What follows belongs to an exercise in optimizing a design on an open flow for small area, a short achievable clock period and few clock cycles per item; a production flow would make more cautious choices.
RTL that was checked went through simulation tests only; none was proved equivalent to the original.
Only the layout flow was run in run 1; the RTL was not checked for function there.
Power is estimated from default activity; no workload was simulated.

===== flow/design.v =====
module zi_sha256 (
    input  wire         clk,
    input  wire         rst,           
    input  wire         in_valid,
    output wire         in_ready,
    input  wire [31:0]  in_data,
    input  wire         in_last,
    input  wire [2:0]   in_nbytes,     
    output reg          out_valid,
    output wire [255:0] out_digest
);
    localparam [31:0] IV0 = 32'h6a09e667, IV1 = 32'hbb67ae85,
                      IV2 = 32'h3c6ef372, IV3 = 32'ha54ff53a,
                      IV4 = 32'h510e527f, IV5 = 32'h9b05688c,
                      IV6 = 32'h1f83d9ab, IV7 = 32'h5be0cd19;
    reg [31:0] w [0:15];
    reg [31:0] wn;                     
    reg [31:0] a, b, c, d, e, f, g, h;
    reg [31:0] kw;                     
    reg [31:0] pa;                     
    reg [31:0] pe;                     
    reg [31:0] t1;                     
    reg [31:0] ra0, ra1, ra2, ra3, rb0, rb1, rb2, rb3;
    reg [5:0]  rnd;                    
    reg        act;                    
    reg        act_a;                  
    reg [3:0]  nw;                     
    reg        full;                   
    reg        slot;                   
    reg        pad;                    
    reg        pad80;                  
    reg        lenblk;                 
    reg        fin_fill;               
    reg        fin_run;                
    reg [17:0] wc;                     
    reg [1:0]  lastb;                  
    reg        last, lastfin, hsh, r61q, r62q;
    reg        last_a, lastfin_a, hsh_a;
    wire [3:0] ph   = rnd[3:0];
    wire       q3   = (rnd[5:4] == 2'b11);
    wire       r63  = (rnd == 6'd63);
    assign out_digest = {ra0, ra3, ra2, ra1, rb3, rb2, rb1, rb0};
    assign in_ready   = slot & ~pad;
    wire fire = in_valid & slot & ~pad;
    wire pins = slot & pad;
    wire ins  = fire | pins;
    reg [31:0] last_word;
    always @(*) begin
        case (in_nbytes)
            3'd0:    last_word = 32'h80000000;
            3'd1:    last_word = {in_data[31:24], 24'h800000};
            3'd2:    last_word = {in_data[31:16], 16'h8000};
            3'd3:    last_word = {in_data[31:8],  8'h80};
            default: last_word = in_data;
        endcase
    end
    wire        set_fin  = pins & (nw == 4'd15) & lenblk;
    wire [31:0] pad_word = set_fin ? {9'd0, wc, lastb, 3'b000}
                                   : {pad80, 31'd0};
    wire [31:0] word = pad ? pad_word : (in_last ? last_word : in_data);
    reg [31:0] k3, kk;
    always @(*) begin
        case (rnd)
            6'd0: k3 = 32'he9b5dba5;
            6'd1: k3 = 32'h3956c25b;
            6'd2: k3 = 32'h59f111f1;
            6'd3: k3 = 32'h923f82a4;
            6'd4: k3 = 32'hab1c5ed5;
            6'd5: k3 = 32'hd807aa98;
            6'd6: k3 = 32'h12835b01;
            6'd7: k3 = 32'h243185be;
            6'd8: k3 = 32'h550c7dc3;
            6'd9: k3 = 32'h72be5d74;
            6'd10: k3 = 32'h80deb1fe;
            6'd11: k3 = 32'h9bdc06a7;
            6'd12: k3 = 32'hc19bf174;
            6'd13: k3 = 32'he49b69c1;
            6'd14: k3 = 32'hefbe4786;
            6'd15: k3 = 32'h0fc19dc6;
            6'd16: k3 = 32'h240ca1cc;
            6'd17: k3 = 32'h2de92c6f;
            6'd18: k3 = 32'h4a7484aa;
            6'd19: k3 = 32'h5cb0a9dc;
            6'd20: k3 = 32'h76f988da;
            6'd21: k3 = 32'h983e5152;
            6'd22: k3 = 32'ha831c66d;
            6'd23: k3 = 32'hb00327c8;
            6'd24: k3 = 32'hbf597fc7;
            6'd25: k3 = 32'hc6e00bf3;
            6'd26: k3 = 32'hd5a79147;
            6'd27: k3 = 32'h06ca6351;
            6'd28: k3 = 32'h14292967;
            6'd29: k3 = 32'h27b70a85;
            6'd30: k3 = 32'h2e1b2138;
            6'd31: k3 = 32'h4d2c6dfc;
            6'd32: k3 = 32'h53380d13;
            6'd33: k3 = 32'h650a7354;
            6'd34: k3 = 32'h766a0abb;
            6'd35: k3 = 32'h81c2c92e;
            6'd36: k3 = 32'h92722c85;
            6'd37: k3 = 32'ha2bfe8a1;
            6'd38: k3 = 32'ha81a664b;
            6'd39: k3 = 32'hc24b8b70;
            6'd40: k3 = 32'hc76c51a3;
            6'd41: k3 = 32'hd192e819;
            6'd42: k3 = 32'hd6990624;
            6'd43: k3 = 32'hf40e3585;
            6'd44: k3 = 32'h106aa070;
            6'd45: k3 = 32'h19a4c116;
            6'd46: k3 = 32'h1e376c08;
            6'd47: k3 = 32'h2748774c;
            6'd48: k3 = 32'h34b0bcb5;
            6'd49: k3 = 32'h391c0cb3;
            6'd50: k3 = 32'h4ed8aa4a;
            6'd51: k3 = 32'h5b9cca4f;
            6'd52: k3 = 32'h682e6ff3;
            6'd53: k3 = 32'h748f82ee;
            6'd54: k3 = 32'h78a5636f;
            6'd55: k3 = 32'h84c87814;
            6'd56: k3 = 32'h8cc70208;
            6'd57: k3 = 32'h90befffa;
            6'd58: k3 = 32'ha4506ceb;
            6'd59: k3 = 32'hbef9a3f7;
            6'd60: k3 = 32'hc67178f2;
            6'd61: k3 = 32'h428a2f98;
            6'd62: k3 = 32'h71374491;
            default: k3 = 32'hb5c0fbcf;
        endcase
    end
    wire [31:0] bsig1 = {e[5:0], e[31:6]} ^ {e[10:0], e[31:11]} ^ {e[24:0], e[31:25]};
    wire [31:0] bsig0 = {a[1:0], a[31:2]} ^ {a[12:0], a[31:13]} ^ {a[21:0], a[31:22]};
    wire [31:0] ch    = (e & f) ^ (~e & g);
    wire [31:0] maj   = (a & b) | (a & c) | (b & c);
    wire [31:0] e1s = pe ^ ch ^ bsig1;
    wire [31:0] e1c = {((pe & ch) | (pe & bsig1) | (ch & bsig1)), 1'b0};
    wire [31:0] e_rnd = e1s + e1c;
    wire [31:0] t1s = pa ^ ch ^ bsig1;
    wire [31:0] t1c = {((pa & ch) | (pa & bsig1) | (ch & bsig1)), 1'b0};
    wire [31:0] t1_n = t1s + t1c;
    wire [31:0] a1s = t1 ^ maj ^ bsig0;
    wire [31:0] a1c = {((t1 & maj) | (t1 & bsig0) | (maj & bsig0)), 1'b0};
    wire [31:0] a_rnd = a1s + a1c;
    wire [31:0] w2  = w[2];
    wire [31:0] w15 = w[15];
    wire [31:0] ssig0 = {w2[6:0], w2[31:7]} ^ {w2[17:0], w2[31:18]} ^ (w2 >> 3);
    wire [31:0] ssig1 = {w15[16:0], w15[31:17]} ^ {w15[18:0], w15[31:19]} ^ (w15 >> 10);
    wire [31:0] s1s = w[10] ^ w[1] ^ ssig0;
    wire [31:0] s1c = {((w[10] & w[1]) | (w[10] & ssig0) | (w[1] & ssig0)), 1'b0};
    wire [31:0] s2s = s1s ^ s1c ^ ssig1;
    wire [31:0] s2c = {((s1s & s1c) | (s1s & ssig1) | (s1c & ssig1)), 1'b0};
    wire [31:0] wn_n = s2s + s2c;
    wire [31:0] sa = a + ra0;
    wire [31:0] se = e + rb0;
    wire [31:0] w2k = w[2];
    wire [31:0] g4k = r61q ? rb3 : 32'd0;
    wire [31:0] k1s = kk ^ w2k ^ g4k;
    wire [31:0] k1c = {((kk & w2k) | (kk & g4k) | (w2k & g4k)), 1'b0};
    wire [31:0] kw_n = k1s + k1c;
    wire [31:0] h_n = lastfin ? IV7 : (last ? rb2 : g);
    wire [31:0] d_n = (last | last_a) ? (lastfin ? IV3 : (lastfin_a ? IV2 : ra3)) : b;
    wire [31:0] g0  = r62q ? ra3 : 32'd0;
    wire [31:0] g4n = r62q ? ~rb2 : 32'd0;
    wire [31:0] p1s = kw ^ g0 ^ g4n;
    wire [31:0] p1c = {((kw & g0) | (kw & g4n) | (g0 & g4n)), r62q};
    wire [31:0] p2s = p1s ^ p1c ^ h_n;
    wire [31:0] p2c = {((p1s & p1c) | (p1s & h_n) | (p1c & h_n)), 1'b0};
    wire [31:0] pa_n = p2s + p2c;
    wire [31:0] q1s = kw ^ d_n ^ h_n;
    wire [31:0] q1c = {((kw & d_n) | (kw & h_n) | (d_n & h_n)), 1'b0};
    wire [31:0] pe_n = q1s + q1c;
    wire       full_ins = full | (ins & (nw == 4'd15));
    wire       start    = r63 & full_ins;
    wire [5:0] rnd_n    = r63 ? (start ? 6'd0 : 6'd48) : rnd + 6'd1;
    wire [3:0] nw_n     = ins ? nw + 4'd1 : nw;
    wire       full_n   = full_ins & ~start;
    integer i;
    always @(posedge clk) begin
        for (i = 0; i < 15; i = i + 1)
            w[i] <= w[i+1];
        w[15] <= q3 ? (ins ? word : w[0]) : wn;
        wn <= wn_n;
        kk <= k3;
        kw <= kw_n;
        pa <= pa_n;
        pe <= pe_n;
        t1 <= t1_n;
        if (rst | lastfin) begin
            {e, f, g, h} <= {IV4, IV5, IV6, IV7};
        end else begin
            e <= act ? e_rnd : h;
            f <= last ? se : e;
            g <= last ? rb3 : f;
            h <= last ? rb2 : g;
        end
        if (rst) begin
            {a, b, c, d} <= {IV1, IV2, IV3, IV0};
        end else if (lastfin_a) begin
            {a, b, c, d} <= {IV0, IV1, IV2, IV3};
        end else begin
            a <= act_a ? a_rnd : d;
            b <= last_a ? sa : a;
            c <= last_a ? ra3 : b;
            d <= last_a ? ra2 : c;
        end
        if (rst) begin
            {ra0, ra1, ra2, ra3} <= {IV1, IV0, IV3, IV2};
            {rb0, rb1, rb2, rb3} <= {IV4, IV7, IV6, IV5};
        end else if (out_valid) begin
            {ra0, ra1, ra2, ra3} <= {IV3, IV2, IV1, IV0};
            {rb0, rb1, rb2, rb3} <= {IV6, IV5, IV4, IV7};
        end else begin
            ra0 <= last_a ? a_rnd : ra1;
            ra1 <= ra2;
            ra2 <= ra3;
            ra3 <= hsh_a ? sa : ra0;
            rb0 <= last ? e_rnd : rb1;
            rb1 <= rb2;
            rb2 <= rb3;
            rb3 <= hsh ? se : rb0;
        end
        r61q      <= ~rst & (rnd == 6'd60);
        r62q      <= ~rst & (rnd == 6'd61);
        last      <= ~rst & act & (rnd == 6'd62);
        lastfin   <= ~rst & act & fin_run & (rnd == 6'd62);
        hsh       <= ~rst & act & (rnd[5:2] == 4'hf) & (rnd[1:0] != 2'd3);
        last_a    <= ~rst & last;
        lastfin_a <= ~rst & lastfin;
        hsh_a     <= ~rst & hsh;
        act_a     <= ~rst & act;
        if (rst) begin
            rnd       <= 6'd48;
            act       <= 1'b0;
            nw        <= 4'd0;
            full      <= 1'b0;
            slot      <= 1'b1;
            pad       <= 1'b0;
            pad80     <= 1'b0;
            lenblk    <= 1'b0;
            fin_fill  <= 1'b0;
            fin_run   <= 1'b0;
            wc        <= 18'd0;
            lastb     <= 2'd0;
            out_valid <= 1'b0;
        end else begin
            rnd       <= rnd_n;
            if (r63)
                act <= start;
            nw        <= nw_n;
            full      <= full_n;
            slot      <= (rnd_n[5:4] == 2'b11) & (rnd_n[3:0] == nw_n) & ~full_n;
            out_valid <= lastfin_a;
            if (fire) begin
                if (~in_last | in_nbytes[2])
                    wc <= wc + 18'd1;
                if (in_last) begin
                    pad   <= 1'b1;
                    pad80 <= in_nbytes[2];
                    lastb <= in_nbytes[1:0];
                end
            end
            if (pins) begin
                pad80 <= 1'b0;
                if (nw == 4'd14)
                    lenblk <= ~pad80;
                if (set_fin) begin
                    pad    <= 1'b0;
                    lenblk <= 1'b0;
                    wc     <= 18'd0;
                end
            end
            if (start) begin
                fin_run  <= fin_fill | set_fin;
                fin_fill <= 1'b0;
            end else if (set_fin) begin
                fin_fill <= 1'b1;
            end
        end
    end
endmodule

===== flow/flow/run.sh =====
#!/bin/bash
# The standard layout (standard.sh: unchanged synthesis and ORFS steps)
# with these options: timing repair aims at a larger setup margin; every port
# still gets its own buffer, but a plain buf_2 instead of the delay-buffer cell
# buffer_ports picks by itself; clock tree synthesis without dummy balancing
# loads. The make output goes to flow_make.log; each ORFS step writes its own
# log under orfs/logs/.
set -euo pipefail
bash standard.sh \
  SETUP_SLACK_MARGIN=5.8 \
  "BUFFER_PORTS_ARGS=-buffer_cell sky130_fd_sc_hd__buf_2" \
  "CTS_ARGS=-sink_clustering_enable -repair_clock_nets -dont_use_dummy_load" \
  finish > flow_make.log 2>&1

===== flow/standard.sh =====
#!/bin/bash
# synth_recipe.tcl (not shown) runs the flow's synth.tcl, then flattens the netlist and writes it again
# the make line also repeats each setting of config.mk as NAME=value (left out here)
make -C /OpenROAD-flow-scripts/flow DESIGN_CONFIG=/design/flow/config.mk WORK_HOME=/design/flow/orfs CLKGATE_MAP_FILE= SYNTH_SCRIPT=/design/flow/synth_recipe.tcl "${@:-finish}"

===== flow/config.mk =====
export PLATFORM = sky130hd
export DESIGN_NAME = zi_sha256
export DESIGN_NICKNAME = zi_sha256
export VERILOG_FILES = /design/flow/design.v
export SDC_FILE = /design/flow/constraint.sdc
export NUM_CORES = 4
export LEC_CHECK = 0
export CAP_MARGIN = 20
export CORE_MARGIN = 2
export CORE_UTILIZATION = 40
export SLEW_MARGIN = 20

===== flow/constraint.sdc =====
create_clock -name core_clock -period 10.0 [get_ports {clk}]
set_input_delay 2.0000 -clock core_clock [delete_from_list [all_inputs] [get_ports {clk}]]
set_output_delay 2.0000 -clock core_clock [all_outputs]
set_load 0.01 [all_outputs]

==> impl_metrics.env, run 1 <==
export IMPL_clock_skew_ns=0.116
export IMPL_io_pins=297
export IMPL_initial_utilization_pct=40.3
export IMPL_grt_usage_pct=28.3
export IMPL_gp_congestion=0.972
export IMPL_worstPathMaxFanout=3
export IMPL_finalInstanceArea_um2=71100
export IMPL_placed_area_um2=64700
export IMPL_largest_register="w"
export IMPL_synth_nets=6986
export IMPL_use_met3_pct=5.92
export IMPL_core_area_um2=152000
export IMPL_synthArstFlopShare_pct=0
export IMPL_max_freq_mhz=220
export IMPL_grt_pass1_vias=46537
export IMPL_area_growth_pct=16.0
export IMPL_clockRootBuffer="clkbuf_16"
export IMPL_port_buffers=296
export IMPL_critPathKind="register to register"
export IMPL_met1_usage_pct=35.2
export IMPL_clock_latency_ns=0.84
export IMPL_largest_reg_flops=512
export IMPL_syn_inst=6369
export IMPL_report_final_hold_viol_count=0
export IMPL_fin_nets=7283
export IMPL_tightest_slew_ns=1.13
export IMPL_netlist_area_um2=61300
export IMPL_ys_warn_count=2
export IMPL_fin_crit_sh_pct=45.5
export IMPL_relSlewSlack_pct=25.0
export IMPL_drt_initial_drc_count=4181
export IMPL_worst_setup_path_end_kind="register"
export IMPL_grt_pass1_wl_um=323000
export IMPL_synth_flop_cell="dfxtp_1"
export IMPL_synth_largest_area_cell="dfxtp_1"
export IMPL_status="timing/DRC/antenna clean"
export IMPL_grt_remaining_overflow=0
export IMPL_cts_sinks=1264
export IMPL_die_area_um2=156000
export IMPL_clockBufferDepth=3
export IMPL_powerDensity_nw_per_um2=363
export IMPL_antenna_left=0
export IMPL_fin_setup_tns_ns=0
export IMPL_setup_violations_final=0
export IMPL_wl_per_cell_um=26.1
export IMPL_place_hpwl_um=172000
export IMPL_cellLeakagePower_uw=0.0302
export IMPL_dieHeight_um=395
export IMPL_busiest_layer="met2"
export IMPL_num_vias=47992
export IMPL_drv_cap=0
export IMPL_rows=143
export IMPL_start_kind="register"
export IMPL_syn_avg_cell_area_um2=9.62
export IMPL_grt_max_degree=179
export IMPL_synth_edff_count=0
export IMPL_synth_top_cell_area_share_pct=41.3
export IMPL_use_met2_pct=46.6
export IMPL_cts_hold_buf=0
export IMPL_synth_cell_type_count=80
export IMPL_hold_worst_slack_ns=0.237
export IMPL_yosysSeqAreaShare_pct=41.3
export IMPL_hold_class="register to register"
export IMPL_worstPathRequired_ns=10.65
export IMPL_totalPowerFinal_uw=25800
export IMPL_cts_clk_slew_worst_paths_ns=0.06
export IMPL_crit_arrival_ns=5.20
export IMPL_rsz0062_at_grt="true"
export IMPL_drc=0
export IMPL_ys_ff_latch=1264
export IMPL_die_w_um=395
export IMPL_cts_tree="done"
export IMPL_ys_top_cells_by_area="dfxtp_1 (41%), fa_1 (9.4%), ha_1 (5.9%), xnor2_1 (5.4%), mux2i_1 (4.3%)"
export IMPL_period_minus_slack_ns=4.55
export IMPL_h_tree_depth=4
export IMPL_drive_above_1_share_pct=14.8
export IMPL_synth_most_common_cell="dfxtp_1"
export IMPL_synth_common_cells="dfxtp_1 (1264), nor2_1 (501), inv_1 (492)"
export IMPL_antenna_found_initial=15
export IMPL_vdd_drop_max_mv=0.379
export IMPL_cts_buffers=138
export IMPL_wl_um=227000
export IMPL_routed_via_density=5.52
export IMPL_slew_violations=0
export IMPL_first_pass_iters=6
[metal layers]
metal / up-vias / wire [um]
li1: 22052 / -
met1: 23631 / 91400
met2: 1857 / 106000
met3: 450 / 17000
met4: 2 / 12800
met5: - / 13
[report_power, final]
| part | switching [uW] | leakage, uW | internal, uW | total [uW] |
|---|---|---|---|---|
| Combinational | 8230 | 0.0180 | 6190 | 14400 |
| Sequential | 849 | 0.0106 | 6250 | 7100 |
| Clock | 1910 | 0.00170 | 2410 | 4310 |
| Total | 11000 | 0.0302 | 14800 | 25800 |
[final cells by class]
type,count,area (um2)
Fill cell,14461,81000
Timing Repair Buffer,480,3300
Multi-Input combinational cell,4285,34400
Clock buffer,138,3450
Tap cell,2030,2540
Inverter,497,1870
Sequential cell,1264,25500
Antenna cell,4,10.0
[through the flow]
stage,util (%),setup WS (ns),instances
after global routing,46.7,5.41,8694
after detailed placement,42.5,4.38,8441
after global placement,42.5,4.39,8441
after CTS,45.9,5.54,8643
after floorplan,-,5.76,6369
final,46.7,5.45,8698
[kinds of logic after synthesis]
family	synth area share, %
compound gates	15.0
xor+xnor	7.41
fa+ha+maj	15.4
buf+inv	5.04
flops	41.3
mux	4.62
simple gates	11.2
[cells in the final DEF (no fill, tap or decap), types with 33 or more instances in the layout]
cell	count
and2_1	92
a31oi_1	36
ha_1	272
clkbuf_16	140
buf_2	295
a21oi_1	372
dfxtp_1	1185
or2_2	34
nor3_1	95
fa_1	275
a211oi_1	45
nor2b_1	46
buf_4	143
o21a_1	41
dfxtp_2	43
or3_1	55
xnor2_1	340
o31ai_1	35
xor2_1	128
o21bai_1	85
nand2_1	409
o211ai_1	42
o21ai_0	257
nand3_1	89
nor2_1	485
nand2b_1	35
dfxtp_4	36
a21o_1	215
nand4_1	33
mux2i_1	257
inv_1	481
[path summary, 6_finish.rpt]
| check | from | to | slack, ns | depth (start not counted) |
|---|---|---|---|---|
| worst max-delay path | e[26] | e[31] | 5.45 | 17 |
| worst min-delay path | w[5][18] | w[4][18] | 0.24 | 0 |
| worst max register to register | e[26] | e[31] | 5.45 | 17 |
| worst min register to register | w[5][18] | w[4][18] | 0.24 | 0 |
[critical path: stages, from the launching register on]
cell and delay [ns]:
dfxtp_4 0.39, xor2_4 0.21, xnor2_4 0.17, fa_1 0.52, inv_1 0.04, ha_2 0.19
fa_2 0.37, a21oi_4 0.20, o2bb2ai_4 0.10, o41a_1 0.44, a311o_1 0.32, o31a_1 0.35
a211oi_4 0.38, buf_6 0.15, o211ai_1 0.11, xnor2_1 0.26, mux2i_1 0.11, nor2_1 0.12
[what timing repair did]
action	CTS	global route
buffers inserted	59	49
cloned	5	2
pin swaps	77	103
gates resized for setup	232	204
endpoints found under the setup margin	137	100
==> run 2: changes to the inputs <==
--- a/flow/design.v
+++ b/flow/design.v
@@ -18,3 +18,2 @@
     reg [31:0] a, b, c, d, e, f, g, h;
-    reg [31:0] kw;                     
     reg [31:0] pa;                     
@@ -36,3 +35,3 @@
     reg [1:0]  lastb;                  
-    reg        last, lastfin, hsh, r61q, r62q;
+    reg        last, lastfin, hsh, r62q;
     reg        last_a, lastfin_a, hsh_a;
@@ -60,69 +59,69 @@
     wire [31:0] word = pad ? pad_word : (in_last ? last_word : in_data);
-    reg [31:0] k3, kk;
+    reg [31:0] k2, kn;
     always @(*) begin
         case (rnd)
-            6'd0: k3 = 32'he9b5dba5;
-            6'd1: k3 = 32'h3956c25b;
-            6'd2: k3 = 32'h59f111f1;
-            6'd3: k3 = 32'h923f82a4;
-            6'd4: k3 = 32'hab1c5ed5;
-            6'd5: k3 = 32'hd807aa98;
-            6'd6: k3 = 32'h12835b01;
-            6'd7: k3 = 32'h243185be;
-            6'd8: k3 = 32'h550c7dc3;
-            6'd9: k3 = 32'h72be5d74;
-            6'd10: k3 = 32'h80deb1fe;
-            6'd11: k3 = 32'h9bdc06a7;
-            6'd12: k3 = 32'hc19bf174;
-            6'd13: k3 = 32'he49b69c1;
-            6'd14: k3 = 32'hefbe4786;
-            6'd15: k3 = 32'h0fc19dc6;
-            6'd16: k3 = 32'h240ca1cc;
-            6'd17: k3 = 32'h2de92c6f;
-            6'd18: k3 = 32'h4a7484aa;
-            6'd19: k3 = 32'h5cb0a9dc;
-            6'd20: k3 = 32'h76f988da;
-            6'd21: k3 = 32'h983e5152;
-            6'd22: k3 = 32'ha831c66d;
-            6'd23: k3 = 32'hb00327c8;
-            6'd24: k3 = 32'hbf597fc7;
-            6'd25: k3 = 32'hc6e00bf3;
-            6'd26: k3 = 32'hd5a79147;
-            6'd27: k3 = 32'h06ca6351;
-            6'd28: k3 = 32'h14292967;
-            6'd29: k3 = 32'h27b70a85;
-            6'd30: k3 = 32'h2e1b2138;
-            6'd31: k3 = 32'h4d2c6dfc;
-            6'd32: k3 = 32'h53380d13;
-            6'd33: k3 = 32'h650a7354;
-            6'd34: k3 = 32'h766a0abb;
-            6'd35: k3 = 32'h81c2c92e;
-            6'd36: k3 = 32'h92722c85;
-            6'd37: k3 = 32'ha2bfe8a1;
-            6'd38: k3 = 32'ha81a664b;
-            6'd39: k3 = 32'hc24b8b70;
-            6'd40: k3 = 32'hc76c51a3;
-            6'd41: k3 = 32'hd192e819;
-            6'd42: k3 = 32'hd6990624;
-            6'd43: k3 = 32'hf40e3585;
-            6'd44: k3 = 32'h106aa070;
-            6'd45: k3 = 32'h19a4c116;
-            6'd46: k3 = 32'h1e376c08;
-            6'd47: k3 = 32'h2748774c;
-            6'd48: k3 = 32'h34b0bcb5;
-            6'd49: k3 = 32'h391c0cb3;
-            6'd50: k3 = 32'h4ed8aa4a;
-            6'd51: k3 = 32'h5b9cca4f;
-            6'd52: k3 = 32'h682e6ff3;
-            6'd53: k3 = 32'h748f82ee;
-            6'd54: k3 = 32'h78a5636f;
-            6'd55: k3 = 32'h84c87814;
-            6'd56: k3 = 32'h8cc70208;
-            6'd57: k3 = 32'h90befffa;
-            6'd58: k3 = 32'ha4506ceb;
-            6'd59: k3 = 32'hbef9a3f7;
-            6'd60: k3 = 32'hc67178f2;
-            6'd61: k3 = 32'h428a2f98;
-            6'd62: k3 = 32'h71374491;
-            default: k3 = 32'hb5c0fbcf;
+            6'd0: k2 = 32'hb5c0fbcf;
+            6'd1: k2 = 32'he9b5dba5;
+            6'd2: k2 = 32'h3956c25b;
+            6'd3: k2 = 32'h59f111f1;
+            6'd4: k2 = 32'h923f82a4;
+            6'd5: k2 = 32'hab1c5ed5;
+            6'd6: k2 = 32'hd807aa98;
+            6'd7: k2 = 32'h12835b01;
+            6'd8: k2 = 32'h243185be;
+            6'd9: k2 = 32'h550c7dc3;
+            6'd10: k2 = 32'h72be5d74;
+            6'd11: k2 = 32'h80deb1fe;
+            6'd12: k2 = 32'h9bdc06a7;
+            6'd13: k2 = 32'hc19bf174;
+            6'd14: k2 = 32'he49b69c1;
+            6'd15: k2 = 32'hefbe4786;
+            6'd16: k2 = 32'h0fc19dc6;
+            6'd17: k2 = 32'h240ca1cc;
+            6'd18: k2 = 32'h2de92c6f;
+            6'd19: k2 = 32'h4a7484aa;
+            6'd20: k2 = 32'h5cb0a9dc;
+            6'd21: k2 = 32'h76f988da;
+            6'd22: k2 = 32'h983e5152;
+            6'd23: k2 = 32'ha831c66d;
+            6'd24: k2 = 32'hb00327c8;
+            6'd25: k2 = 32'hbf597fc7;
+            6'd26: k2 = 32'hc6e00bf3;
+            6'd27: k2 = 32'hd5a79147;
+            6'd28: k2 = 32'h06ca6351;
+            6'd29: k2 = 32'h14292967;
+            6'd30: k2 = 32'h27b70a85;
+            6'd31: k2 = 32'h2e1b2138;
+            6'd32: k2 = 32'h4d2c6dfc;
+            6'd33: k2 = 32'h53380d13;
+            6'd34: k2 = 32'h650a7354;
+            6'd35: k2 = 32'h766a0abb;
+            6'd36: k2 = 32'h81c2c92e;
+            6'd37: k2 = 32'h92722c85;
+            6'd38: k2 = 32'ha2bfe8a1;
+            6'd39: k2 = 32'ha81a664b;
+            6'd40: k2 = 32'hc24b8b70;
+            6'd41: k2 = 32'hc76c51a3;
+            6'd42: k2 = 32'hd192e819;
+            6'd43: k2 = 32'hd6990624;
+            6'd44: k2 = 32'hf40e3585;
+            6'd45: k2 = 32'h106aa070;
+            6'd46: k2 = 32'h19a4c116;
+            6'd47: k2 = 32'h1e376c08;
+            6'd48: k2 = 32'h2748774c;
+            6'd49: k2 = 32'h34b0bcb5;
+            6'd50: k2 = 32'h391c0cb3;
+            6'd51: k2 = 32'h4ed8aa4a;
+            6'd52: k2 = 32'h5b9cca4f;
+            6'd53: k2 = 32'h682e6ff3;
+            6'd54: k2 = 32'h748f82ee;
+            6'd55: k2 = 32'h78a5636f;
+            6'd56: k2 = 32'h84c87814;
+            6'd57: k2 = 32'h8cc70208;
+            6'd58: k2 = 32'h90befffa;
+            6'd59: k2 = 32'ha4506ceb;
+            6'd60: k2 = 32'hbef9a3f7;
+            6'd61: k2 = 32'hc67178f2;
+            6'd62: k2 = 32'h428a2f98;
+            default: k2 = 32'h71374491;
         endcase
@@ -153,7 +152,3 @@
     wire [31:0] se = e + rb0;
-    wire [31:0] w2k = w[2];
-    wire [31:0] g4k = r61q ? rb3 : 32'd0;
-    wire [31:0] k1s = kk ^ w2k ^ g4k;
-    wire [31:0] k1c = {((kk & w2k) | (kk & g4k) | (w2k & g4k)), 1'b0};
-    wire [31:0] kw_n = k1s + k1c;
+    wire [31:0] w1  = w[1];
     wire [31:0] h_n = lastfin ? IV7 : (last ? rb2 : g);
@@ -161,5 +156,5 @@
     wire [31:0] g0  = r62q ? ra3 : 32'd0;
-    wire [31:0] g4n = r62q ? ~rb2 : 32'd0;
-    wire [31:0] p1s = kw ^ g0 ^ g4n;
-    wire [31:0] p1c = {((kw & g0) | (kw & g4n) | (g0 & g4n)), r62q};
+    wire [31:0] g4  = r62q ? rb2 : 32'd0;
+    wire [31:0] p1s = kn ^ w1 ^ g0;
+    wire [31:0] p1c = {((kn & w1) | (kn & g0) | (w1 & g0)), 1'b0};
     wire [31:0] p2s = p1s ^ p1c ^ h_n;
@@ -167,5 +162,9 @@
     wire [31:0] pa_n = p2s + p2c;
-    wire [31:0] q1s = kw ^ d_n ^ h_n;
-    wire [31:0] q1c = {((kw & d_n) | (kw & h_n) | (d_n & h_n)), 1'b0};
-    wire [31:0] pe_n = q1s + q1c;
+    wire [31:0] q1s = kn ^ w1 ^ g4;
+    wire [31:0] q1c = {((kn & w1) | (kn & g4) | (w1 & g4)), 1'b0};
+    wire [31:0] q2s = q1s ^ q1c ^ d_n;
+    wire [31:0] q2c = {((q1s & q1c) | (q1s & d_n) | (q1c & d_n)), 1'b0};
+    wire [31:0] q3s = q2s ^ q2c ^ h_n;
+    wire [31:0] q3c = {((q2s & q2c) | (q2s & h_n) | (q2c & h_n)), 1'b0};
+    wire [31:0] pe_n = q3s + q3c;
     wire       full_ins = full | (ins & (nw == 4'd15));
@@ -181,4 +180,3 @@
         wn <= wn_n;
-        kk <= k3;
-        kw <= kw_n;
+        kn <= k2;
         pa <= pa_n;
@@ -220,3 +218,2 @@
         end
-        r61q      <= ~rst & (rnd == 6'd60);
         r62q      <= ~rst & (rnd == 6'd61);
==> run 2 against run 1 <==
Still clean on timing, DRC and antenna. Sequential share of layout area is 0.37 points lower. Die area shrank 1.7%. Sequential power down 2.8%. Sequential cell count is 33 lower. Non-clock buffer count increased by 26. Clock-buffer cell count is 4 lower. Clock skew decreased by 0.016 ns. Via count decreased by 2.0%. Global-route usage grew 0.71 points. Fmax increased by 1.6%. First-iteration DRC count is 1.3% lower. Critical path type unchanged. Critical endpoint is now pe[29]. Largest cell class unchanged.
==> impl_metrics.env, run 2 <==
export IMPL_worstPathRequired_ns=10.63
export IMPL_grt_usage_pct=29.0
export IMPL_initial_utilization_pct=40.3
export IMPL_hold_class="register to register"
export IMPL_ys_warn_count=2
export IMPL_slew_violations=0
export IMPL_worstRegToRegCells=20
export IMPL_largest_reg_flops=512
export IMPL_cellLeakagePower_uw=0.0299
export IMPL_num_vias=47029
export IMPL_wl_per_cell_um=26.4
export IMPL_io_pins=297
export IMPL_routed_via_density=5.47
export IMPL_grt_max_degree=162
export IMPL_status="timing/DRC/antenna clean"
export IMPL_rows=142
export IMPL_grt_pass1_vias=45732
export IMPL_h_tree_depth=4
export IMPL_synthArstFlopShare_pct=0
export IMPL_grt_remaining_overflow=0
export IMPL_pre_cts_slack_ns=4.46
export IMPL_synth_edff_count=0
export IMPL_final_common_cell="dfxtp_1"
export IMPL_drc=0
export IMPL_synth_top_cell_area_share_pct=40.9
export IMPL_cts_sinks=1231
export IMPL_tightest_slew_ns=1.19
export IMPL_min_to="w[5][9]"
export IMPL_relSlewSlack_pct=20.4
export IMPL_clock_latency_ns=0.81
export IMPL_netlist_area_um2=60200
export IMPL_fin_setup_tns_ns=0
export IMPL_dieHeight_um=392
export IMPL_final_cell_mix="dfxtp_1 (1116), inv_1 (553), nor2_1 (460), nand2_1 (419), a21oi_1 (350)"
export IMPL_synth_nets=6879
export IMPL_hold_worst_slack_ns=0.251
export IMPL_yosysSeqAreaShare_pct=40.9
export IMPL_critical_path_cell_chain="nor2_4, or3_4, buf_8, o22ai_4, fa_1, inv_2, fa_1, ha_2, inv_2, fa_2, nor2b_4, o21a_1, o21ai_2, a21oi_2, o211ai_1, o22ai_2, a21o_1, a211oi_2, o21ai_2, xor2_1"
export IMPL_max_freq_mhz=223
export IMPL_r2r_start="last_a"
export IMPL_synth_most_common_cell="dfxtp_1"
export IMPL_min_from="w[6][9]"
export IMPL_cts_buffers=134
export IMPL_synth_flop_cell="dfxtp_1"
export IMPL_report_final_hold_viol_count=0
export IMPL_largest_register="w"
export IMPL_syn_avg_cell_area_um2=9.63
export IMPL_clock_skew_ns=0.100
export IMPL_synth_cell_type_count=77
export IMPL_start_kind="register"
export IMPL_clockRootBuffer="clkbuf_16"
export IMPL_fin_util_pct=46.8
export IMPL_core_area_um2=150000
export IMPL_die_area_um2=154000
export IMPL_vdd_drop_max_mv=0.309
export IMPL_antenna_left=0
export IMPL_crit_slowest_cell="fa_1"
export IMPL_drt_initial_drc_count=4126
export IMPL_drive_above_1_share_pct=15.8
export IMPL_synth_common_cells="dfxtp_1 (1231), inv_1 (565), nor2_1 (468)"
export IMPL_first_pass_iters=7
export IMPL_fin_ws_ns=5.52
export IMPL_ys_ff_latch=1231
export IMPL_gp_congestion=0.980
export IMPL_ys_top_cells_by_area="dfxtp_1 (41%), fa_1 (10%), ha_1 (5.6%), xnor2_1 (5.1%), mux2i_1 (4.7%)"
export IMPL_drv_cap=0
export IMPL_cts_tree="done"
export IMPL_powerDensity_nw_per_um2=380
export IMPL_area_growth_pct=16.3
export IMPL_clockBufferDepth=3
export IMPL_cts_clk_slew_worst_paths_ns=0.06
export IMPL_period_minus_slack_ns=4.48
export IMPL_wl_um=227000
export IMPL_synth_largest_area_cell="dfxtp_1"
export IMPL_die_w_um=392
export IMPL_rr_endpoint="pe[29]"
export IMPL_regToRegSetupSlack_ns=5.52
export IMPL_port_buffers=296
export IMPL_max_stage_delay_ns=0.46
export IMPL_worstPathMaxFanout=8
export IMPL_crit_arrival_ns=5.11
export IMPL_antenna_found_initial=24
export IMPL_fin_crit_sh_pct=44.8
export IMPL_worst_setup_path_end_kind="register"
export IMPL_critPathKind="register to register"
export IMPL_grt_pass1_wl_um=323000
export IMPL_place_hpwl_um=172000
export IMPL_syn_inst=6255
export IMPL_setup_violations_final=0
export IMPL_fin_nets=7198
export IMPL_rsz0062_at_grt="true"
export IMPL_holdPathStages=0
## run 2: changes by cell type in the layout (fill, tap and decap cells not counted), moves of 17 or more
cell	before	now
dfxtp_2	43	84
buf_4	143	177
ha_1	272	245
nor2_1	485	460
dfxtp_1	1185	1116
xnor2_1	340	314
nand3_1	89	62
fa_1	275	306
mux2i_1	257	279
and2_1	92	75
nor3_1	95	54
a21oi_1	372	350
inv_1	481	553
## run 2: stage by stage
step                      power, uW  instance area [um2]  cells
after detailed placement      20100                63700   8310
after global routing          28300                70000   8590
after global placement        20100                63700   8310
after CTS                     25300                68800   8531
after floorplan               16200                60400   6255
final                         26600                70000   8595
## run 2: worst max path at each step
stage | startpoint | end
after global routing | r62q | pe[25]
after detailed placement | last | pe[28]
after floorplan | r62q | pe[31]
after CTS | r62q | pe[31]
final | last_a | pe[29]
after global placement | last_a | pe[28]
## run 2: area by class of cell
class,instances,area (um2)
clock buffers,134,3350
multi-input cells,4132,33700
repair buffers,506,3440
diodes,7,17.5
fillers,14183,79600
flip-flops and latches,1231,24900
well taps,2016,2520
inverters,569,2140
## run 2: logic make-up (layout without fill, tap and decap cells)
family / count (synthesis) / after routing / share of synthesized area (%)
other: 0 / 7 / 0
flip-flops: 1231 / 1231 / 40.9
XOR/XNOR: 492 / 492 / 7.16
buffers and inverters: 894 / 1209 / 5.57
AO/OA/AOI/OAI: 1367 / 1367 / 14.7
AND/OR/NAND/NOR: 1384 / 1386 / 10.5
multiplexers: 289 / 289 / 4.87
adder cells (fa/ha/maj): 598 / 598 / 16.3
## run 2: power by group
group	switching (uW)	internal, uW
logic	8820	6710
clock network	1860	2340
registers	830	6070
## run 2: critical path, delay by kind of cell, from the launching register on
family	cells	cell delay [ns]
adders and majority gates	4	1.29
AOI/OAI and AO/OA	9	1.69
buffers and inverters	3	0.27
and+or+nand+nor	3	0.52
DFF	1	0.42
xor gates and xnor gates	1	0.17
## run 2: what timing repair did
item,4_1_cts,5_1_grt
hold buffers,0,0
endpoints found under the setup margin,132,92
gates resized for setup,247,175
buffers inserted,81,54
pin swaps,98,105
cloned,6,3
## run 2: layer usage
layer	wire length [um]	global-route usage (%)	vias to the layer above
met2	102000	46.1	1874
met1	97200	38.5	23222
met3	18200	6.58	399
li1	-	-	21522
met4	9070	10.6	12
met5	73	0	-
Testbench counts of run 2, summed over its fixed seeds: cycles 70,032, bytes 62,061.

-- what the ideal ports hide --
In the flow no input, the clock included, has a driving cell. The finished layouts below were timed again as built, in two steps. Step 1 sets driving cells, clkbuf_16 on the clock port and buf_2 on the other inputs (assumed; they add their load-dependent delay and slew). Step 2, shift: input delay + t, output delay - t, t = (earliest + latest rising clock arrival at the registers) / 2. This alone moves slack from input paths to output paths. Three values: no drivers, after step 1, after step 2; two values: the first two.
run	t (ns)	setup WS [ns]	worst slew at a driven data input, ns
run 1	0.857	5.451 / 5.451 / 5.044	0.05
run 2	0.838	5.524 / 5.524 / 5.419	0.06
After both steps setup and hold are still met in every run listed. The setup slack of run 1, which loses most, moves by 0.000 ns with the drivers and by -0.407 ns with both steps.
